Source: an optimization exercise on an open RTL-to-GDS flow (aim: small area, a short achievable clock period and few clock cycles per item). Production flows keep margins and buffers that such runs may drop.
Function was checked by simulation only, so behaviour that the tests miss may differ from the original.

===== flow/design.v =====
module sfn_mont (
    input  wire        clk,
    input  wire        rst,
    input  wire        go,
    input  wire        short,
    input  wire        a_r,
    input  wire        b_r,
    input  wire [30:0] a_in,
    input  wire [30:0] b_in,
    input  wire [30:0] q,
    input  wire [32:0] q3,       
    input  wire [3:0]  qp,       
    output wire        rv,
    output wire [30:0] r
);
    reg [30:0] A;
    reg [31:0] B;        
    reg [31:0] Sh, Ch;
    reg [3:0]  tl;       
    reg [2:0]  tc;       
    reg [3:0]  cnt;
    reg        act, rvr;
    assign rv = rvr;
    function [3:0] mtab(input [6:0] i);
        case (i)
        7'd0: mtab = 4'd0;
        7'd1: mtab = 4'd1;
        7'd2: mtab = 4'd2;
        7'd3: mtab = 4'd3;
        7'd4: mtab = 4'd4;
        7'd5: mtab = 4'd5;
        7'd6: mtab = 4'd6;
        7'd7: mtab = 4'd7;
        7'd8: mtab = 4'd8;
        7'd9: mtab = 4'd9;
        7'd10: mtab = 4'd10;
        7'd11: mtab = 4'd11;
        7'd12: mtab = 4'd12;
        7'd13: mtab = 4'd13;
        7'd14: mtab = 4'd14;
        7'd15: mtab = 4'd15;
        7'd16: mtab = 4'd0;
        7'd17: mtab = 4'd3;
        7'd18: mtab = 4'd6;
        7'd19: mtab = 4'd9;
        7'd20: mtab = 4'd12;
        7'd21: mtab = 4'd15;
        7'd22: mtab = 4'd2;
        7'd23: mtab = 4'd5;
        7'd24: mtab = 4'd8;
        7'd25: mtab = 4'd11;
        7'd26: mtab = 4'd14;
        7'd27: mtab = 4'd1;
        7'd28: mtab = 4'd4;
        7'd29: mtab = 4'd7;
        7'd30: mtab = 4'd10;
        7'd31: mtab = 4'd13;
        7'd32: mtab = 4'd0;
        7'd33: mtab = 4'd5;
        7'd34: mtab = 4'd10;
        7'd35: mtab = 4'd15;
        7'd36: mtab = 4'd4;
        7'd37: mtab = 4'd9;
        7'd38: mtab = 4'd14;
        7'd39: mtab = 4'd3;
        7'd40: mtab = 4'd8;
        7'd41: mtab = 4'd13;
        7'd42: mtab = 4'd2;
        7'd43: mtab = 4'd7;
        7'd44: mtab = 4'd12;
        7'd45: mtab = 4'd1;
        7'd46: mtab = 4'd6;
        7'd47: mtab = 4'd11;
        7'd48: mtab = 4'd0;
        7'd49: mtab = 4'd7;
        7'd50: mtab = 4'd14;
        7'd51: mtab = 4'd5;
        7'd52: mtab = 4'd12;
        7'd53: mtab = 4'd3;
        7'd54: mtab = 4'd10;
        7'd55: mtab = 4'd1;
        7'd56: mtab = 4'd8;
        7'd57: mtab = 4'd15;
        7'd58: mtab = 4'd6;
        7'd59: mtab = 4'd13;
        7'd60: mtab = 4'd4;
        7'd61: mtab = 4'd11;
        7'd62: mtab = 4'd2;
        7'd63: mtab = 4'd9;
        7'd64: mtab = 4'd0;
        7'd65: mtab = 4'd9;
        7'd66: mtab = 4'd2;
        7'd67: mtab = 4'd11;
        7'd68: mtab = 4'd4;
        7'd69: mtab = 4'd13;
        7'd70: mtab = 4'd6;
        7'd71: mtab = 4'd15;
        7'd72: mtab = 4'd8;
        7'd73: mtab = 4'd1;
        7'd74: mtab = 4'd10;
        7'd75: mtab = 4'd3;
        7'd76: mtab = 4'd12;
        7'd77: mtab = 4'd5;
        7'd78: mtab = 4'd14;
        7'd79: mtab = 4'd7;
        7'd80: mtab = 4'd0;
        7'd81: mtab = 4'd11;
        7'd82: mtab = 4'd6;
        7'd83: mtab = 4'd1;
        7'd84: mtab = 4'd12;
        7'd85: mtab = 4'd7;
        7'd86: mtab = 4'd2;
        7'd87: mtab = 4'd13;
        7'd88: mtab = 4'd8;
        7'd89: mtab = 4'd3;
        7'd90: mtab = 4'd14;
        7'd91: mtab = 4'd9;
        7'd92: mtab = 4'd4;
        7'd93: mtab = 4'd15;
        7'd94: mtab = 4'd10;
        7'd95: mtab = 4'd5;
        7'd96: mtab = 4'd0;
        7'd97: mtab = 4'd13;
        7'd98: mtab = 4'd10;
        7'd99: mtab = 4'd7;
        7'd100: mtab = 4'd4;
        7'd101: mtab = 4'd1;
        7'd102: mtab = 4'd14;
        7'd103: mtab = 4'd11;
        7'd104: mtab = 4'd8;
        7'd105: mtab = 4'd5;
        7'd106: mtab = 4'd2;
        7'd107: mtab = 4'd15;
        7'd108: mtab = 4'd12;
        7'd109: mtab = 4'd9;
        7'd110: mtab = 4'd6;
        7'd111: mtab = 4'd3;
        7'd112: mtab = 4'd0;
        7'd113: mtab = 4'd15;
        7'd114: mtab = 4'd14;
        7'd115: mtab = 4'd13;
        7'd116: mtab = 4'd12;
        7'd117: mtab = 4'd11;
        7'd118: mtab = 4'd10;
        7'd119: mtab = 4'd9;
        7'd120: mtab = 4'd8;
        7'd121: mtab = 4'd7;
        7'd122: mtab = 4'd6;
        7'd123: mtab = 4'd5;
        7'd124: mtab = 4'd4;
        7'd125: mtab = 4'd3;
        7'd126: mtab = 4'd2;
        7'd127: mtab = 4'd1;
        default: mtab = 4'd0;
        endcase
    endfunction
    function [1:0] ltab(input [6:0] i);
        case (i)
        7'd0: ltab = 2'd0;
        7'd1: ltab = 2'd1;
        7'd2: ltab = 2'd1;
        7'd3: ltab = 2'd1;
        7'd4: ltab = 2'd1;
        7'd5: ltab = 2'd1;
        7'd6: ltab = 2'd1;
        7'd7: ltab = 2'd1;
        7'd8: ltab = 2'd1;
        7'd9: ltab = 2'd1;
        7'd10: ltab = 2'd1;
        7'd11: ltab = 2'd1;
        7'd12: ltab = 2'd1;
        7'd13: ltab = 2'd1;
        7'd14: ltab = 2'd1;
        7'd15: ltab = 2'd1;
        7'd16: ltab = 2'd0;
        7'd17: ltab = 2'd1;
        7'd18: ltab = 2'd1;
        7'd19: ltab = 2'd1;
        7'd20: ltab = 2'd1;
        7'd21: ltab = 2'd1;
        7'd22: ltab = 2'd1;
        7'd23: ltab = 2'd1;
        7'd24: ltab = 2'd1;
        7'd25: ltab = 2'd1;
        7'd26: ltab = 2'd1;
        7'd27: ltab = 2'd2;
        7'd28: ltab = 2'd1;
        7'd29: ltab = 2'd1;
        7'd30: ltab = 2'd2;
        7'd31: ltab = 2'd2;
        7'd32: ltab = 2'd0;
        7'd33: ltab = 2'd1;
        7'd34: ltab = 2'd1;
        7'd35: ltab = 2'd1;
        7'd36: ltab = 2'd1;
        7'd37: ltab = 2'd2;
        7'd38: ltab = 2'd1;
        7'd39: ltab = 2'd1;
        7'd40: ltab = 2'd1;
        7'd41: ltab = 2'd2;
        7'd42: ltab = 2'd2;
        7'd43: ltab = 2'd1;
        7'd44: ltab = 2'd1;
        7'd45: ltab = 2'd2;
        7'd46: ltab = 2'd2;
        7'd47: ltab = 2'd2;
        7'd48: ltab = 2'd0;
        7'd49: ltab = 2'd1;
        7'd50: ltab = 2'd1;
        7'd51: ltab = 2'd1;
        7'd52: ltab = 2'd1;
        7'd53: ltab = 2'd1;
        7'd54: ltab = 2'd2;
        7'd55: ltab = 2'd1;
        7'd56: ltab = 2'd1;
        7'd57: ltab = 2'd1;
        7'd58: ltab = 2'd2;
        7'd59: ltab = 2'd1;
        7'd60: ltab = 2'd1;
        7'd61: ltab = 2'd2;
        7'd62: ltab = 2'd2;
        7'd63: ltab = 2'd2;
        7'd64: ltab = 2'd0;
        7'd65: ltab = 2'd1;
        7'd66: ltab = 2'd1;
        7'd67: ltab = 2'd1;
        7'd68: ltab = 2'd1;
        7'd69: ltab = 2'd1;
        7'd70: ltab = 2'd1;
        7'd71: ltab = 2'd1;
        7'd72: ltab = 2'd1;
        7'd73: ltab = 2'd2;
        7'd74: ltab = 2'd1;
        7'd75: ltab = 2'd2;
        7'd76: ltab = 2'd1;
        7'd77: ltab = 2'd2;
        7'd78: ltab = 2'd1;
        7'd79: ltab = 2'd2;
        7'd80: ltab = 2'd0;
        7'd81: ltab = 2'd1;
        7'd82: ltab = 2'd1;
        7'd83: ltab = 2'd1;
        7'd84: ltab = 2'd1;
        7'd85: ltab = 2'd1;
        7'd86: ltab = 2'd1;
        7'd87: ltab = 2'd1;
        7'd88: ltab = 2'd1;
        7'd89: ltab = 2'd2;
        7'd90: ltab = 2'd1;
        7'd91: ltab = 2'd1;
        7'd92: ltab = 2'd1;
        7'd93: ltab = 2'd2;
        7'd94: ltab = 2'd2;
        7'd95: ltab = 2'd1;
        7'd96: ltab = 2'd0;
        7'd97: ltab = 2'd1;
        7'd98: ltab = 2'd1;
        7'd99: ltab = 2'd1;
        7'd100: ltab = 2'd1;
        7'd101: ltab = 2'd1;
        7'd102: ltab = 2'd1;
        7'd103: ltab = 2'd2;
        7'd104: ltab = 2'd1;
        7'd105: ltab = 2'd1;
        7'd106: ltab = 2'd2;
        7'd107: ltab = 2'd2;
        7'd108: ltab = 2'd1;
        7'd109: ltab = 2'd2;
        7'd110: ltab = 2'd2;
        7'd111: ltab = 2'd2;
        7'd112: ltab = 2'd0;
        7'd113: ltab = 2'd1;
        7'd114: ltab = 2'd1;
        7'd115: ltab = 2'd1;
        7'd116: ltab = 2'd1;
        7'd117: ltab = 2'd2;
        7'd118: ltab = 2'd2;
        7'd119: ltab = 2'd2;
        7'd120: ltab = 2'd1;
        7'd121: ltab = 2'd2;
        7'd122: ltab = 2'd2;
        7'd123: ltab = 2'd2;
        7'd124: ltab = 2'd1;
        7'd125: ltab = 2'd2;
        7'd126: ltab = 2'd2;
        7'd127: ltab = 2'd2;
        default: ltab = 2'd0;
        endcase
    endfunction
    function [35:0] sel4(input [1:0] s, input [35:0] x1, input [35:0] x3);
        case (s)
        2'd0:    sel4 = 36'd0;
        2'd1:    sel4 = x1;
        2'd2:    sel4 = {x1[34:0], 1'b0};
        default: sel4 = x3;
        endcase
    endfunction
    function [35:0] csx(input [35:0] a, input [35:0] b, input [35:0] c);
        csx = a ^ b ^ c;
    endfunction
    function [35:0] csc(input [35:0] a, input [35:0] b, input [35:0] c);
        csc = {(a[34:0] & b[34:0]) | (a[34:0] & c[34:0]) | (b[34:0] & c[34:0]), 1'b0};
    endfunction
    wire [35:0] v0 = {Sh, tl}, v1 = {Ch, tc, 1'b0};
    wire [35:0] nq  = ~{5'd0, q};
    wire [35:0] rs = v0 + v1;                           
    wire [35:0] bx = csx(v0, v1, nq), bc = csc(v0, v1, nq) | 36'd1;
    wire [35:0] rm = bx + bc;                           
    wire        use_s = rm[35];
    assign r = use_s ? rs[30:0] : rm[30:0];
    wire [30:0] an  = a_r ? r  : a_in;
    wire [31:0] bn  = short ? 32'd1 : (b_r ? rs[31:0] : {1'b0, b_in});
    wire [4:0]  tt  = {1'b0, tl} + {1'b0, tc, 1'b0};
    wire [3:0]  t   = tt[3:0];
    wire        co  = tt[4];
    wire [3:0]  m   = mtab({qp[3:1], t});
    wire [1:0]  lc  = ltab({q[3:1], t});
    wire [35:0] Qw  = {5'd0, q}, Q3w = {3'd0, q3};
    wire [35:0] pm0 = sel4(m[1:0], Qw, Q3w);
    wire [35:0] pm1s = sel4(m[3:2], Qw, Q3w);
    wire [35:0] pm1 = {pm1s[33:0], 2'b00};
    wire [35:0] Aw  = {5'd0, A};
    wire [35:0] p0  = Aw & {36{B[0]}};
    wire [35:0] p1  = {Aw[34:0], 1'b0} & {36{B[1]}};
    wire [35:0] p2  = {Aw[33:0], 2'b0} & {36{B[2]}};
    wire [35:0] p3  = {Aw[32:0], 3'b0} & {36{B[3]}};
    wire [35:0] e0  = {4'd0, Sh}, e1 = {4'd0, Ch};
    wire [35:0] f0  = {4'd0, pm0[35:4]}, f1 = {4'd0, pm1[35:4]};
    wire [35:0] k1x = csx(e0, e1, p0),    k1c = csc(e0, e1, p0) | {35'd0, co};
    wire [35:0] k2x = csx(p1, p2, p3),    k2c = csc(p1, p2, p3);
    wire [35:0] k3x = csx(k1x, k1c, k2x), k3c = csc(k1x, k1c, k2x);
    wire [35:0] k4x = csx(k3x, k3c, k2c), k4c = csc(k3x, k3c, k2c);
    wire [35:0] k4d = k4c | {35'd0, lc[0] | lc[1]};
    wire [35:0] k5x = csx(k4x, k4d, f0),  k5c = csc(k4x, k4d, f0) | {35'd0, lc[1]};
    wire [35:0] X   = csx(k5x, k5c, f1),  Y   = csc(k5x, k5c, f1);
    always @(posedge clk) begin
        if (rst) begin
            act <= 1'b0;
            rvr <= 1'b0;
        end else if (go) begin
            A   <= an;
            B   <= bn;
            Sh  <= 32'd0;
            Ch  <= 32'd0;
            tl  <= 4'd0;
            tc  <= 3'd0;
            cnt <= short ? 4'd5 : 4'd9;
            act <= 1'b1;
            rvr <= 1'b0;
        end else if (act) begin
            Sh  <= X[35:4];
            Ch  <= Y[35:4];
            tl  <= X[3:0];
            tc  <= Y[3:1];
            B   <= {4'd0, B[31:4]};
            cnt <= cnt - 4'd1;
            if (cnt == 4'd1) begin
                act <= 1'b0;
                rvr <= 1'b1;
            end
        end
    end
endmodule
module sfn_fau (
    input  wire        clk,
    input  wire        rst,       
    input  wire        start,     
    input  wire [7:0]  opc,
    input  wire [30:0] q,         
    input  wire [31:0] a0,
    input  wire [31:0] a1,
    input  wire [31:0] b0,
    input  wire [31:0] b1,
    output wire        ready,
    output reg         done,
    output reg  [3:0]  err,
    output wire [30:0] res0,
    output wire [30:0] res1
);
    localparam [7:0] OP_FADD  = 8'h10, OP_FSUB  = 8'h11, OP_FMUL   = 8'h12,
                     OP_FINV  = 8'h13, OP_FSQRT = 8'h14,
                     OP_F2ADD = 8'h20, OP_F2SUB = 8'h21, OP_F2MUL  = 8'h22,
                     OP_F2INV = 8'h23, OP_F2SQRT= 8'h24, OP_F2NEG  = 8'h25;
    localparam [3:0] E_NOTINV = 4'd2, E_UNSUPMOD = 4'd3, E_NONCANON = 4'd4,
                     E_NOTSQ  = 4'd5, E_ILLEGAL  = 4'd6;
    localparam [5:0]
        S_IDLE = 6'd0,  S_CHK  = 6'd1,  S_WR0  = 6'd2,
        S_WR1  = 6'd4,
        S_FM1  = 6'd5,  S_FM2  = 6'd6,  S_FM3  = 6'd7,
        S_KM1  = 6'd8,  S_KM1B = 6'd9,  S_KM2  = 6'd10, S_KM3  = 6'd11,
        S_KM4  = 6'd12, S_KM5  = 6'd13, S_KM5B = 6'd14, S_KM6  = 6'd15,
        S_KM7  = 6'd16, S_KM7B = 6'd17, S_KM8  = 6'd18, S_KM9  = 6'd19,
        S_I1   = 6'd20, S_I2   = 6'd21, S_I3   = 6'd22, S_I3B  = 6'd23,
        S_I4   = 6'd24, S_I5   = 6'd25, S_I6   = 6'd26, S_I7   = 6'd27,
        S_I8   = 6'd28,
        S_GW   = 6'd29, S_GR   = 6'd30,
        S_SQ0  = 6'd31, S_POW  = 6'd32, S_SQ1  = 6'd33, S_SQ2  = 6'd34,
        S_R5   = 6'd35, S_R6   = 6'd36, S_R6B  = 6'd37, S_R6C  = 6'd38,
        S_R7   = 6'd39, S_R8   = 6'd40, S_R8B  = 6'd41, S_R8C  = 6'd42,
        S_R9   = 6'd43, S_R9B  = 6'd44, S_R10  = 6'd45;
    reg [5:0]  st, pret, gret;
    reg        rdy;
    reg [7:0]  op;
    reg [30:0] qr;
    reg [32:0] q3r;
    reg [3:0]  qpr;
    reg [31:0] x0, x1, x2, x3;
    reg [30:0] ar;               
    reg [4:0]  tbr;              
    reg [4:0]  qtop;             
    assign ready = rdy;
    assign res0  = x0[30:0];
    assign res1  = x1[30:0];
    wire [30:0] w0 = x0[30:0], w1 = x1[30:0], w2 = x2[30:0], w3 = x3[30:0];
    function [3:0] qpf(input [3:0] qq);
        case (qq[3:1])
        3'd0: qpf = 4'd15;   
        3'd1: qpf = 4'd5;    
        3'd2: qpf = 4'd3;    
        3'd3: qpf = 4'd9;    
        3'd4: qpf = 4'd7;    
        3'd5: qpf = 4'd13;   
        3'd6: qpf = 4'd11;   
        default: qpf = 4'd1;  
        endcase
    endfunction
    function [4:0] topbit(input [31:0] x);    
        integer i;
        begin
            topbit = 5'd0;
            for (i = 0; i < 32; i = i + 1)
                if (x[i]) topbit = i[4:0];
        end
    endfunction
    wire [31:0] qp1 = {1'b0, qr} + 32'd1;     
    wire is_fp1  = (op == OP_FADD) || (op == OP_FSUB) || (op == OP_FMUL) ||
                   (op == OP_FINV) || (op == OP_FSQRT);
    wire is_fp2  = (op == OP_F2ADD) || (op == OP_F2SUB) || (op == OP_F2MUL) ||
                   (op == OP_F2INV) || (op == OP_F2SQRT) || (op == OP_F2NEG);
    wire two_op  = (op == OP_FADD) || (op == OP_FSUB) || (op == OP_FMUL) ||
                   (op == OP_F2ADD) || (op == OP_F2SUB) || (op == OP_F2MUL);
    wire need_q3 = is_fp2 || (op == OP_FSQRT);
    wire [31:0] qw = {1'b0, qr};
    wire noncanon = (x0 >= qw) || (two_op && (x2 >= qw)) ||
                    (is_fp2 && (x1 >= qw)) || (is_fp2 && two_op && (x3 >= qw));
    wire chk_ill = !is_fp1 && !is_fp2;
    wire chk_uns = need_q3 && (qr[1:0] != 2'b11);
    wire x0z = (x0 == 32'd0);
    wire x1z = (x1 == 32'd0);
    wire arz = (ar == 31'd0);
    reg         mgo, mshort, ma_r, mb_r;
    reg  [2:0]  ma_sel, mb_sel;   
    wire        mrv;
    wire [30:0] mr;
    reg  [30:0] u, v;
    reg  [30:0] ma_in, mb_in;
    always @* begin
        case (ma_sel)
        3'd0:    ma_in = w0;
        3'd1:    ma_in = w1;
        3'd2:    ma_in = w2;
        3'd3:    ma_in = w3;
        default: ma_in = u;
        endcase
        case (mb_sel)
        3'd0:    mb_in = w0;
        3'd1:    mb_in = w1;
        3'd2:    mb_in = w2;
        3'd3:    mb_in = w3;
        default: mb_in = u;
        endcase
    end
    sfn_mont u_mul (
        .clk(clk), .rst(rst), .go(mgo), .short(mshort), .a_r(ma_r), .b_r(mb_r),
        .a_in(ma_in), .b_in(mb_in), .q(qr), .q3(q3r), .qp(qpr),
        .rv(mrv), .r(mr)
    );
    reg  [6:0]  fr;
    wire [2:0]  f_t = fr[6:4];
    wire [1:0]  f_o = fr[3:2];
    wire        f_add = (fr[1:0] == 2'd1), f_sub = (fr[1:0] == 2'd2), f_hlv = (fr[1:0] == 2'd3);
    reg  [30:0] fT, fO;
    always @* begin
        case (f_t)
        3'd0:    fT = w0;
        3'd1:    fT = w1;
        3'd2:    fT = w2;
        3'd3:    fT = w3;
        3'd5:    fT = ar;
        default: fT = 31'd0;
        endcase
        case (f_o)
        2'd0:    fO = w0;
        2'd1:    fO = w1;
        2'd2:    fO = w2;
        default: fO = w3;
        endcase
    end
    wire [33:0] fTw = {3'd0, fT};
    wire [33:0] fOw = f_add ? {3'd0, fO} : f_sub ? ~{3'd0, fO} :
                      (f_hlv && fT[0]) ? {3'd0, qr} : 34'd0;
    wire [33:0] fWw = f_add ? ~{3'd0, qr} : {3'd0, qr};
    wire [33:0] fx  = fTw ^ fOw ^ fWw;
    wire [33:0] fy  = {(fTw[32:0] & fOw[32:0]) | (fTw[32:0] & fWw[32:0]) | (fOw[32:0] & fWw[32:0]), 1'b1};
    wire [33:0] fx0 = fTw ^ fOw;
    wire [33:0] fy0 = {fTw[32:0] & fOw[32:0], f_sub};
    wire [33:0] fn0 = fx0 + fy0;                         
    wire [33:0] fn1 = fx + fy;                           
    wire        f_use1 = f_add ? ~fn1[33] : (f_sub & fn0[33]);
    wire [30:0] fres = f_hlv ? fn0[31:1] : (f_use1 ? fn1[30:0] : fn0[30:0]);
    localparam [1:0] G_OFF = 2'd0, G_DIV = 2'd1, G_JAC = 2'd2, G_DBL = 2'd3;
    reg  [1:0]  gm;
    reg         jt, jo;           
    reg         cv, ct, cs;       
    reg  [5:0]  gcnt;
    reg         gsel;             
    wire        u1 = (u == 31'd1), v1 = (v == 31'd1), uz = (u == 31'd0);
    wire        gstop = u1 || v1 || uz;
    wire [31:0] duv = {1'b0, u} - {1'b0, v};
    wire [31:0] dvu = {1'b0, v} - {1'b0, u};
    wire        ue = ~u[0], ve = ~v[0];
    wire        gd = (gm == G_DIV);        
    wire        ku2 = ~u[1] & ~gd;          
    wire        kv2 = ~v[1] & ~gd;
    wire        kd2 = ~(u[1] ^ v[1]) & ~gd;
    wire        v35 = (v[2:0] == 3'd3) || (v[2:0] == 3'd5);
    wire        u35 = (u[2:0] == 3'd3) || (u[2:0] == 3'd5);
    wire        uv33 = u[1] & v[1];
    wire        ugt = ~duv[31];
    wire [31:0] dsh = ugt ? duv : dvu;
    wire [30:0] dres = kd2 ? {1'b0, dsh[31:2]} : dsh[31:1];
    wire [33:0] u4w = {1'b0, u, 2'b00};
    wire [33:0] e1 = u4w - {3'b0, qr};
    wire [33:0] e2 = u4w - {2'b0, qr, 1'b0};
    wire [33:0] e3 = u4w - {1'b0, q3r};
    wire [30:0] u4 = !e3[33] ? e3[30:0] : !e2[33] ? e2[30:0] : !e1[33] ? e1[30:0] : u4w[30:0];
    wire        dbl_done = (gm == G_DBL) && (gcnt == 6'd0);
    wire        jdone = (gm == G_JAC) && gstop;
    wire        jsq   = uz || !jt;
    reg         dgo;
    wire [6:0]  ndbl = 7'd64 - {2'b0, qtop};                 
    wire [30:0] dbl0 = ndbl[0] ? (31'd1 << (qtop - 5'd1)) : (31'd1 << qtop);
    wire [5:0]  dcyc = ndbl[6:1] + {5'd0, ndbl[0]};
    wire [30:0] cTv = ct ? w3 : w2;
    wire [30:0] cO = ct ? w2 : w3;
    wire        cc0 = cTv[0] ^ (cs & cO[0]);
    wire [33:0] cTw = {3'd0, cTv};
    wire [33:0] cOw = cs ? ~{3'd0, cO} : 34'd0;
    wire [33:0] cQ0 = cc0 ? {3'd0, qr} : 34'd0;
    wire [33:0] cQ1 = cc0 ? {1'b0, q3r} : {2'd0, qr, 1'b0};
    wire [33:0] cx0 = cTw ^ cOw ^ cQ0;
    wire [33:0] cy0 = {(cTw[32:0] & cOw[32:0]) | (cTw[32:0] & cQ0[32:0]) | (cOw[32:0] & cQ0[32:0]), cs};
    wire [33:0] cx1 = cTw ^ cOw ^ cQ1;
    wire [33:0] cy1 = {(cTw[32:0] & cOw[32:0]) | (cTw[32:0] & cQ1[32:0]) | (cOw[32:0] & cQ1[32:0]), cs};
    wire [33:0] cn0 = cx0 + cy0;
    wire [33:0] cn1 = cx1 + cy1;
    wire [30:0] cres = cn0[33] ? cn1[31:1] : cn0[31:1];
    reg         g_div, g_jac, g_off;
    reg  [1:0]  g_src;                    
    reg  [4:0]  pi;
    reg         psq, ebit, pbase, prib;
    reg  [1:0]  jact;                     
    wire [4:0]  pim1 = pi - 5'd1;
    wire [4:0]  tbm1 = tbr - 5'd1;
    wire [31:0] esh  = qp1 >> 2;
    reg         p_start;
    reg         p_b;                      
    reg  [5:0]  p_ret;
    reg  [1:0]  p_jact;
    function [6:0] fuc(input [5:0] ns, input [7:0] o);
        case (ns)
        S_CHK:  fuc = (o == OP_FADD || o == OP_F2ADD) ? {3'd0, 2'd2, 2'd1} :
                      (o == OP_FSUB || o == OP_F2SUB) ? {3'd0, 2'd2, 2'd2} :
                      (o == OP_F2NEG)                 ? {3'd4, 2'd0, 2'd2} :
                                                        {3'd0, 2'd1, 2'd1};   
        S_WR0:  fuc = (o == OP_F2NEG) ? {3'd4, 2'd1, 2'd2} :
                      (o == OP_F2ADD) ? {3'd1, 2'd3, 2'd1} : {3'd1, 2'd3, 2'd2};
        S_KM1:  fuc = {3'd2, 2'd3, 2'd1};      
        S_KM4:  fuc = {3'd1, 2'd3, 2'd2};      
        S_KM5:  fuc = {3'd1, 2'd3, 2'd1};      
        S_KM7:  fuc = {3'd1, 2'd2, 2'd2};      
        S_I3:   fuc = {3'd2, 2'd3, 2'd1};      
        S_I8:   fuc = {3'd4, 2'd1, 2'd2};      
        S_R6:   fuc = {3'd3, 2'd0, 2'd2};      
        S_R6B:  fuc = {3'd5, 2'd0, 2'd3};      
        S_R8:   fuc = {3'd2, 2'd3, 2'd2};      
        S_R9:   fuc = {3'd1, 2'd0, 2'd3};      
        default: fuc = 7'd0;
        endcase
    endfunction
    reg  [5:0]  nst;
    reg         d_done;
    reg  [3:0]  d_err;
    reg  [2:0]  wx0, wx1, wx2, wx3;       
    reg         set_gret;
    reg  [5:0]  n_gret;
    always @* begin
        nst = st; d_done = 1'b0; d_err = 4'd0;
        wx0 = 3'd0; wx1 = 3'd0; wx2 = 3'd0; wx3 = 3'd0;
        mgo = 1'b0; mshort = 1'b0; ma_r = 1'b0; mb_r = 1'b0; ma_sel = 3'd0; mb_sel = 3'd0;
        g_div = 1'b0; g_jac = 1'b0; g_off = 1'b0; g_src = 2'd0;
        p_start = 1'b0; p_b = 1'b0; p_ret = S_IDLE; p_jact = 2'd0;
        set_gret = 1'b0; n_gret = S_IDLE;
        if (gd && cv) begin
            if (ct) wx3 = 3'd5; else wx2 = 3'd5;
        end
        case (st)
        S_IDLE: ;
        S_CHK: begin
            if (chk_ill) begin
                d_err = E_ILLEGAL; d_done = 1'b1; nst = S_IDLE;
            end else if (chk_uns) begin
                d_err = E_UNSUPMOD; d_done = 1'b1; nst = S_IDLE;
            end else if (noncanon) begin
                d_err = E_NONCANON; d_done = 1'b1; nst = S_IDLE;
            end else begin
                case (op)
                OP_FADD, OP_FSUB, OP_F2ADD, OP_F2SUB, OP_F2NEG: nst = S_WR0;
                OP_FMUL: begin
                    mgo = 1'b1; ma_sel = 3'd0; mb_sel = 3'd2; nst = S_FM1;
                end
                OP_F2MUL: begin
                    mgo = 1'b1; ma_sel = 3'd0; mb_sel = 3'd2; nst = S_KM1;
                end
                OP_FINV: begin
                    if (x0z) begin
                        d_err = E_NOTINV; d_done = 1'b1; nst = S_IDLE;
                    end else begin
                        g_div = 1'b1; g_src = 2'd0; wx2 = 3'd4; wx3 = 3'd3;
                        set_gret = 1'b1; n_gret = S_GR; nst = S_GW;
                    end
                end
                OP_F2INV: begin
                    mgo = 1'b1; ma_sel = 3'd0; mb_sel = 3'd0; nst = S_I1;
                end
                OP_F2SQRT: begin
                    if (x1z) nst = S_SQ0;
                    else begin
                        mgo = 1'b1; ma_sel = 3'd0; mb_sel = 3'd0; nst = S_I1;
                    end
                end
                default: nst = S_SQ0;    
                endcase
            end
        end
        S_WR0: begin
            wx0 = 3'd1;
            if (op == OP_FADD || op == OP_FSUB) begin d_done = 1'b1; nst = S_IDLE; end
            else nst = S_WR1;
        end
        S_WR1: begin wx1 = 3'd1; d_done = 1'b1; nst = S_IDLE; end
        S_FM1: if (mrv) begin wx0 = 3'd2; nst = S_FM2; end
        S_FM2: if (dbl_done) begin
            mgo = 1'b1; ma_sel = 3'd0; mb_sel = 3'd4; nst = S_FM3;
        end
        S_FM3: if (mrv) begin wx0 = 3'd2; d_done = 1'b1; nst = S_IDLE; end
        S_KM1:  begin wx0 = 3'd1; nst = S_KM1B; end                                       
        S_KM1B: begin wx2 = 3'd1; nst = S_KM2; end                                        
        S_KM2: if (mrv) begin
            mgo = 1'b1; ma_sel = 3'd1; mb_sel = 3'd3; wx1 = 3'd2; nst = S_KM3;              
        end
        S_KM3: if (mrv) begin
            mgo = 1'b1; ma_sel = 3'd0; mb_sel = 3'd2; wx3 = 3'd2; nst = S_KM4;              
        end
        S_KM4:  nst = S_KM5;                                                              
        S_KM5:  begin wx0 = 3'd1; nst = S_KM5B; end                                       
        S_KM5B: begin wx2 = 3'd1; nst = S_KM6; end
        S_KM6: if (mrv && dbl_done) begin
            mgo = 1'b1; ma_sel = 3'd0; mb_sel = 3'd4; wx1 = 3'd2; nst = S_KM7;              
        end
        S_KM7:  nst = S_KM7B;                                                             
        S_KM7B: begin wx1 = 3'd1; nst = S_KM8; end
        S_KM8: if (mrv) begin
            mgo = 1'b1; ma_sel = 3'd1; mb_sel = 3'd4; wx0 = 3'd2; nst = S_KM9;
        end
        S_KM9: if (mrv) begin wx1 = 3'd2; d_done = 1'b1; nst = S_IDLE; end
        S_I1: if (mrv) begin
            mgo = 1'b1; ma_sel = 3'd1; mb_sel = 3'd1; wx2 = 3'd2; nst = S_I2;
        end
        S_I2: if (mrv) begin wx3 = 3'd2; nst = S_I3; end
        S_I3: nst = S_I3B;
        S_I3B: begin
            if (op == OP_F2INV) begin
                if (arz) begin
                    d_err = E_NOTINV; d_done = 1'b1; nst = S_IDLE;
                end else begin
                    g_div = 1'b1; g_src = 2'd1; wx2 = 3'd4; wx3 = 3'd3;
                    set_gret = 1'b1; n_gret = S_I5; nst = S_GW;
                end
            end else begin
                wx2 = 3'd1; nst = S_I4;
            end
        end
        S_I4: begin    
            g_jac = 1'b1; g_src = 2'd3;
            p_start = 1'b1; p_b = 1'b1; p_ret = S_R5; p_jact = 2'd1;
        end
        S_I5: begin
            mgo = 1'b1; ma_sel = 3'd0; mb_sel = gsel ? 3'd3 : 3'd2; nst = S_I6;
        end
        S_I6: if (mrv) begin
            mgo = 1'b1; ma_sel = 3'd1; mb_sel = gsel ? 3'd3 : 3'd2; wx0 = 3'd2; nst = S_I7;
        end
        S_I7: if (mrv) begin wx1 = 3'd2; nst = S_I8; end
        S_I8: nst = S_WR1;                                                                
        S_GW: if (gstop) nst = gret;
        S_GR: begin
            wx0 = gsel ? 3'd7 : 3'd6; d_done = 1'b1; nst = S_IDLE;
        end
        S_SQ0: begin
            g_jac = 1'b1; g_src = 2'd0;
            p_start = 1'b1; p_b = 1'b0; p_ret = S_SQ1;
            p_jact = (op == OP_FSQRT) ? 2'd1 : 2'd0;
        end
        S_SQ1: begin
            mgo = 1'b1; mshort = 1'b1; ma_r = !prib; ma_sel = 3'd0; nst = S_SQ2;
        end
        S_SQ2: if (mrv && jdone) begin
            if (op == OP_FSQRT) begin
                if (jsq) wx0 = 3'd2; else d_err = E_NOTSQ;
            end else begin
                if (jsq) begin wx0 = 3'd2; wx1 = 3'd3; end
                else     begin wx0 = 3'd3; wx1 = 3'd2; end
            end
            d_done = 1'b1; nst = S_IDLE;
        end
        S_POW: begin
            if (jdone && !jsq && jact == 2'd1) begin
                d_err = E_NOTSQ; d_done = 1'b1; nst = S_IDLE;
            end else if (jdone && !jsq && jact == 2'd2) begin
                nst = S_R8;
            end else if (mrv) begin
                if (psq && ebit) begin
                    mgo = 1'b1; ma_r = 1'b1; mb_sel = pbase ? 3'd2 : 3'd0;
                end else if (pi != 5'd0) begin
                    mgo = 1'b1; ma_r = 1'b1; mb_r = 1'b1;
                end else
                    nst = pret;
            end
        end
        S_R5: if (jdone) begin
            if (!jsq) begin
                d_err = E_NOTSQ; d_done = 1'b1; nst = S_IDLE;
            end else begin
                wx3 = prib ? 3'd6 : 3'd2; nst = S_R6;                                       
            end
        end
        S_R6:  nst = S_R6B;                                                               
        S_R6B: nst = S_R6C;                                                               
        S_R6C: begin wx2 = 3'd1; nst = S_R7; end                                          
        S_R7: begin
            g_jac = 1'b1; g_src = 2'd3;
            p_start = 1'b1; p_b = 1'b1; p_ret = S_R9; p_jact = 2'd2;
        end
        S_R8:  begin g_off = 1'b1; nst = S_R8B; end                                       
        S_R8B: begin wx2 = 3'd1; nst = S_R8C; end
        S_R8C: begin p_start = 1'b1; p_b = 1'b1; p_ret = S_R9; p_jact = 2'd0; end
        S_R9: begin
            if (gm == G_JAC && !jdone) ;                  
            else if (gm == G_JAC && !jsq) nst = S_R8;
            else begin
                mgo = 1'b1; mshort = 1'b1; ma_r = !prib; ma_sel = 3'd2; nst = S_R9B;      
            end
        end
        S_R9B: begin wx2 = 3'd1; nst = S_R10; end                                         
        S_R10: if (mrv) begin
            wx1 = 3'd2; wx3 = 3'd3; g_div = 1'b1; g_src = 2'd2;
            set_gret = 1'b1; n_gret = S_GR; nst = S_GW;
        end
        default: nst = S_IDLE;
        endcase
        if (p_start) begin
            if (tbr != 5'd0) begin
                mgo = 1'b1; ma_sel = p_b ? 3'd2 : 3'd0; mb_sel = p_b ? 3'd2 : 3'd0;
                nst = S_POW;
            end else
                nst = p_ret;
        end
    end
    function [31:0] wsel(input [2:0] s, input [31:0] old, input [30:0] a,
                         input [30:0] m, input [30:0] c, input [31:0] y2, input [31:0] y3);
        case (s)
        3'd1:    wsel = {1'b0, a};
        3'd2:    wsel = {1'b0, m};
        3'd3:    wsel = 32'd0;
        3'd4:    wsel = 32'd1;
        3'd5:    wsel = {1'b0, c};
        3'd6:    wsel = y2;
        3'd7:    wsel = y3;
        default: wsel = old;
        endcase
    endfunction
    always @(posedge clk) begin
        ar <= fres;
        if (rst) begin
            st   <= S_IDLE;
            rdy  <= 1'b1;
            done <= 1'b0;
            gm   <= G_OFF;
            cv   <= 1'b0;
            dgo  <= 1'b0;
        end else begin
            done <= d_done;
            if (d_done) err <= d_err;
            fr <= fuc((st == S_IDLE) ? S_CHK : nst, (st == S_IDLE) ? opc : op);
            if (st == S_IDLE) begin
                if (start) begin
                    op  <= opc; qr <= q; qpr <= qpf(q[3:0]);
                    x0  <= a0; x1 <= a1; x2 <= b0; x3 <= b1;
                    rdy <= 1'b0;
                    st  <= S_CHK;
                end
            end else begin
                st  <= nst;
                if (d_done) rdy <= 1'b1;
                x0 <= wsel(wx0, x0, ar, mr, cres, x2, x3);
                x1 <= wsel(wx1, x1, ar, mr, cres, x2, x3);
                x2 <= wsel(wx2, x2, ar, mr, cres, x2, x3);
                x3 <= wsel(wx3, x3, ar, mr, cres, x2, x3);
            end
            dgo <= (st == S_CHK) && (op == OP_FMUL || op == OP_F2MUL);
            if (st == S_CHK) begin
                qtop <= topbit({1'b0, qr});
                q3r  <= {2'b00, qr} + {1'b0, qr, 1'b0};
                tbr  <= topbit(qp1) - 5'd2;
            end
            if (set_gret) gret <= n_gret;
            if (p_start) begin
                pbase <= p_b;
                jact  <= p_jact;
                pret  <= p_ret;
                prib  <= (tbr == 5'd0);
                pi    <= tbm1;
                ebit  <= esh[tbm1];
                psq   <= 1'b1;
            end else if (st == S_POW && mrv && !(jdone && !jsq && jact != 2'd0)) begin
                if (psq && ebit)
                    psq <= 1'b0;
                else if (pi != 5'd0) begin
                    pi   <= pim1;
                    ebit <= esh[pim1];
                    psq  <= 1'b1;
                end
            end
            if (g_div || g_jac) begin
                gm <= g_div ? G_DIV : G_JAC;
                u  <= (g_src == 2'd0) ? w0 : (g_src == 2'd1) ? ar : (g_src == 2'd2) ? mr : w2;
                v  <= qr;
                jt <= 1'b0; jo <= 1'b0; cv <= 1'b0;
            end else if (g_off) begin
                gm <= G_OFF;
            end else if (dgo) begin
                gm   <= G_DBL;
                u    <= dbl0;
                gcnt <= dcyc;
            end else if (gm == G_DBL) begin
                if (gcnt != 6'd0) begin
                    u    <= u4;
                    gcnt <= gcnt - 6'd1;
                end
            end else if (gm == G_DIV || gm == G_JAC) begin
                if (gstop) begin
                    cv   <= 1'b0;
                    gsel <= !u1;
                end else begin
                    cv <= gd;
                    if (ue) begin
                        u  <= ku2 ? u >> 2 : u >> 1;
                        ct <= 1'b0; cs <= 1'b0;
                        if (!ku2 && v35) jt <= ~jt;
                    end else if (ve) begin
                        v  <= kv2 ? v >> 2 : v >> 1;
                        ct <= 1'b1; cs <= 1'b0;
                        if (!kv2 && u35) jt <= ~jt;
                    end else if (ugt) begin
                        u  <= dres;
                        ct <= 1'b0; cs <= 1'b1;
                        jo <= 1'b0;
                        jt <= jt ^ (jo & uv33) ^ (!kd2 & v35);
                    end else begin
                        v  <= dres;
                        ct <= 1'b1; cs <= 1'b1;
                        jo <= 1'b1;
                        jt <= jt ^ (~jo & uv33) ^ (!kd2 & u35);
                    end
                end
            end
        end
    end
endmodule

===== flow/run.sh =====
#!/bin/bash
# synth_recipe.tcl (not shown) runs the flow's synth.tcl, then flattens the netlist and writes it again
# the make line also repeats each setting of config.mk as NAME=value (left out here)
make -C /OpenROAD-flow-scripts/flow DESIGN_CONFIG=/design/flow/config.mk WORK_HOME=/design/flow/orfs CLKGATE_MAP_FILE= SYNTH_SCRIPT=/design/flow/synth_recipe.tcl finish

===== flow/config.mk =====
export PLATFORM = sky130hd
export DESIGN_NAME = sfn_fau
export DESIGN_NICKNAME = sfn_fau
export VERILOG_FILES = /design/flow/design.v
export SDC_FILE = /design/flow/constraint.sdc
export NUM_CORES = 8
export LEC_CHECK = 0
export CAP_MARGIN = 20
export CORE_MARGIN = 2
export CORE_UTILIZATION = 35
export SLEW_MARGIN = 20

===== flow/constraint.sdc =====
create_clock -name core_clock -period 11.0 [get_ports {clk}]
set_input_delay 2.2000 -clock core_clock [delete_from_list [all_inputs] [get_ports {clk}]]
set_output_delay 2.2000 -clock core_clock [all_outputs]
set_load 0.01 [all_outputs]

==> results.ini <==
[pwr]
irDropWorstVdd_mv=0.216
powerDensity_nw_per_um2=116
power_mw=8.91
p_leak_nw=32.4

[sta]
finalSetupTns_ns=0
slew_violations=0
timing.fmax_ghz=0.125
hold_viol_final=0
fin_crit_sh_pct=72.8
setup_ws_ns=3.00
setup_violations=0
clock_skew_ns=0.0579
rsz0062_at_grt=false
max_slew_margin_pct=10.2
period_needed_ns=8.00
worst_slew_pin_slew_ns=1.35
fin_hold_ws_ns=0.481

[die]
rows=161
core_area_sq_um=193000
start_util_pct=35.3
io_pins=238
die-area_sq_um=198000
die_y_um=445
dieWidth_um=445

[layout]
final-seq-area_sq_um=14400
multiInputGateArea_sq_um=49100
finalNetCount=9379
final_cell_count_no_fill=10900
final_core_util_pct=39.7
drive_gt1_share_pct=7.76
synthToLayoutAreaGrowth_pct=12.6
design_area_sq_um=76600
fill_cells=19400

[synth]
synthCells=8208
yosys_most_used_dff=edfxtp_1
yosys_warnings=2
synth_largest_area_cell=edfxtp_1
synth-edff-count=450
synthesis.area_sq_um=68000
ys_types=112
syn_nets=9285
async_flop_share_pct=0
ys_seq_elements=495
synth_top_area_share_pct=19.9
ys_seq_area_share_pct=21.2
avgSynthCellArea_sq_um=8.29
ys_top_cells_by_area=edfxtp_1 (20%), ha_1 (11%), fa_1 (9.2%)

[setup_path]
cp.required_ns=11.48
crit_chain=buf_4, nor3_1, a311oi_4, buf_4, and2_1, fa_1, ha_1, a21oi_1, a21boi_0, a311o_1, a21oi_1, o21ai_1, a221oi_2, o211ai_1, and3_1, nor2_2, mux2i_1, o22ai_1, mux2_2
arrival_ns=8.49
critPathBufInv=2
worst_setup_path_end_kind=register
critPathLaunchType=register
cp_max_fo=63
cp_slowest_stage_delay_ns=0.94
critPathSlowestCell=nor2_2
path_class=reg2reg
cp_top_family=compound AO/OA/AOI/OAI gates

[outcome]
status=complete, no violations

[drt]
via_per_inst=6.59
first_pass_iters=7
vias=72100
drc_errors=0
drtIter0Drc=10600
routedWlPerCell_um=37.3
ant_nets=0
drt_wl_total_mm=408

[global_route]
grt_max_degree=131
grt_pass1_wl_mm=551
antenna_found_initial=59
grt-ovfl-total=0
gr-usage-all-layers_pct=40.0
grt_pass1_vias=66800

[clock_tree]
cts_buffer_depth=3
clk_latency_ns=0.76
cts_root_buffer=clkbuf_16
cts_tree=yes
cts_buffers=74
ctsHtreeMaxLevel=3
clk_pin_slew_ns=0.06
postCtsSetupRepairBufs=0
ctsHoldBuffers=0
numClockSinks=495
post_cts_resized=0

[placement]
pre_cts_ws_ns=3.06
dpl.hpwl_mm=307
io_buffers=236
place.gp.congestion=1.10
place_area_sq_um=73900
placed_cells=10700

[flow_run]
drv_cap=0

[hold_path]
holdCritPathClass=reg2reg

## worst register-to-register path, cell delays in order, from the launching register on
cell and delay (ns):
edfxtp_1 0.58, buf_4 0.84, nor3_1 0.22, a311oi_4 0.25, buf_4 0.72, and2_1 0.31
fa_1 0.40, ha_1 0.38, a21oi_1 0.21, a21boi_0 0.15, a311o_1 0.42, a21oi_1 0.28
o21ai_1 0.21, a221oi_2 0.49, o211ai_1 0.18, and3_1 0.40, nor2_2 0.94, mux2i_1 0.35
o22ai_1 0.11, mux2_2 0.30
## cell usage after synthesis (all sizes together) (63+ instances only)
master / count
inv: 670
nand3: 122
a221oi: 107
mux2i: 374
a31oi: 131
buf: 158
nor2: 566
a22oi: 69
nor3: 111
nor2b: 63
a21o: 192
nand2: 713
a21oi: 712
and2: 235
o21ai: 601
o211ai: 66
ha: 593
xnor2: 243
clkbuf: 375
edfxtp: 450
and3: 63
o21a: 92
a211oi: 114
xor2: 143
mux2: 76
fa: 314
## layout make-up
| cell class | instances | share of cell area (%) |
|---|---|---|
| tap | 2526 | 4.13 |
| antenna | 63 | 0.206 |
| clock inverter | 42 | 0.537 |
| inverter | 675 | 3.31 |
| timing repair buffer | 551 | 6.24 |
| multi-input combinational | 6505 | 64.1 |
| clock buffer | 92 | 2.63 |
| sequential | 495 | 18.8 |
## routing by layer
metal	part of all wire, %	global-route usage (%)	wire length, um	up-vias
met5	0.20	0	799	-
met4	9.6	32.7	39100	46
met3	13	15.9	54200	1538
met2	40	56.1	164000	5582
met1	37	47.9	150000	35000
li1	-	-	-	30000
## report_power, final
| part | switching, mW | internal (mW) | total (mW) |
|---|---|---|---|
| sequential | 0.510 | 2.21 | 2.72 |
| clock | 1.08 | 1.46 | 2.54 |
| combinational | 2.32 | 1.33 | 3.66 |
| total | 3.91 | 5.00 | 8.91 |
## cells in the final DEF, fill, tap and decap left out, types with 41 or more instances in the layout
master	Yosys	routed
o21bai_1	57	57
nand2b_1	58	57
diode_2	0	63
mux2i_1	374	368
buf_4	72	309
clkbuf_16	0	76
o211ai_1	66	66
nand2_1	712	712
inv_1	668	668
and2_1	234	235
nor3_1	110	108
xnor2_1	243	243
o22ai_1	54	54
nand4_1	61	61
edfxtp_1	450	450
ha_1	593	592
a21oi_1	710	702
xor2_1	143	143
o21a_1	92	91
mux2_2	76	76
nor2b_1	62	60
o221ai_1	41	41
nand3_1	121	119
nor2_1	565	552
clkdlybuf4s50_1	0	235
a31oi_1	131	128
fa_1	314	314
a221oi_1	106	106
a211oi_1	113	112
nor4_1	59	58
a21o_1	192	192
and3_1	63	61
a22oi_1	69	69
o21ai_0	578	575
dfxtp_1	45	45
## registers in the layout, indices dropped and copies added (netlist names), 4 cells and up
register,count
q3r,33
x2,32
qtop,5
u_mul.tl,4
u_mul.A,31
pi,5
x0,32
op,8
u_mul.Ch,32
x1,32
ar,31
st,6
u_mul.B,32
v,31
gcnt,6
qr,31
fr,7
u_mul.Sh,31
x3,32
u_mul.cnt,4
u,31
tbr,5
## kinds of logic (layout without fill, tap and decap cells)
family / after synthesis / in the layout / share of synthesized area (%)
AO/OA/AOI/OAI: 2562 / 2562 / 24.2
XOR/XNOR: 386 / 386 / 4.97
adder cells (fa/ha/maj): 908 / 908 / 20.2
buffers and inverters: 1208 / 1360 / 7.14
flip-flops: 495 / 495 / 21.2
multiplexers: 459 / 459 / 7.06
other: 1 / 64 / 0.00551
AND/OR/NAND/NOR: 2189 / 2189 / 15.3
## path summary, 6_finish.rpt
path                            startpoint  endpoint  slack, ns  cells past startpoint
worst max-delay path                    ct    x2[27]       3.00                     19
worst min-delay path                   rdy       rdy       0.48                      2
worst max register to register          ct    x2[27]       3.00                     19
worst min register to register         rdy       rdy       0.48                      2
Testbench counts, summed over its fixed seeds: cycles 115,737, ops 1,600.

afterwards: timing with drivers on the ports:
Ports are ideal in the flow. The routed layout listed here was re-timed in OpenROAD.
Step 1 (the two cells are an assumption about what drives the block):
set clk [get_ports {clk}]
set_driving_cell -lib_cell sky130_fd_sc_hd__clkbuf_16 $clk
set_driving_cell -lib_cell sky130_fd_sc_hd__buf_2 [delete_from_list [all_inputs] $clk]
Step 2 also shifts input and output timing later by t, the mid clock arrival at the registers, as if the neighbouring blocks saw the same clock.
Three values: no drivers, after step 1, after step 2; two values: the first two.
t (ns): 0.820
setup WS [ns]: 2.996 / 2.996 / 2.996
hold slack, ns: 0.481 / 0.481 / 0.481
clock arrival spread, ns: 0.058 / 0.058
After both steps setup and hold are still met in this run. The setup slack of this run moves by 0.000 ns with the drivers and by 0.000 ns with both steps.
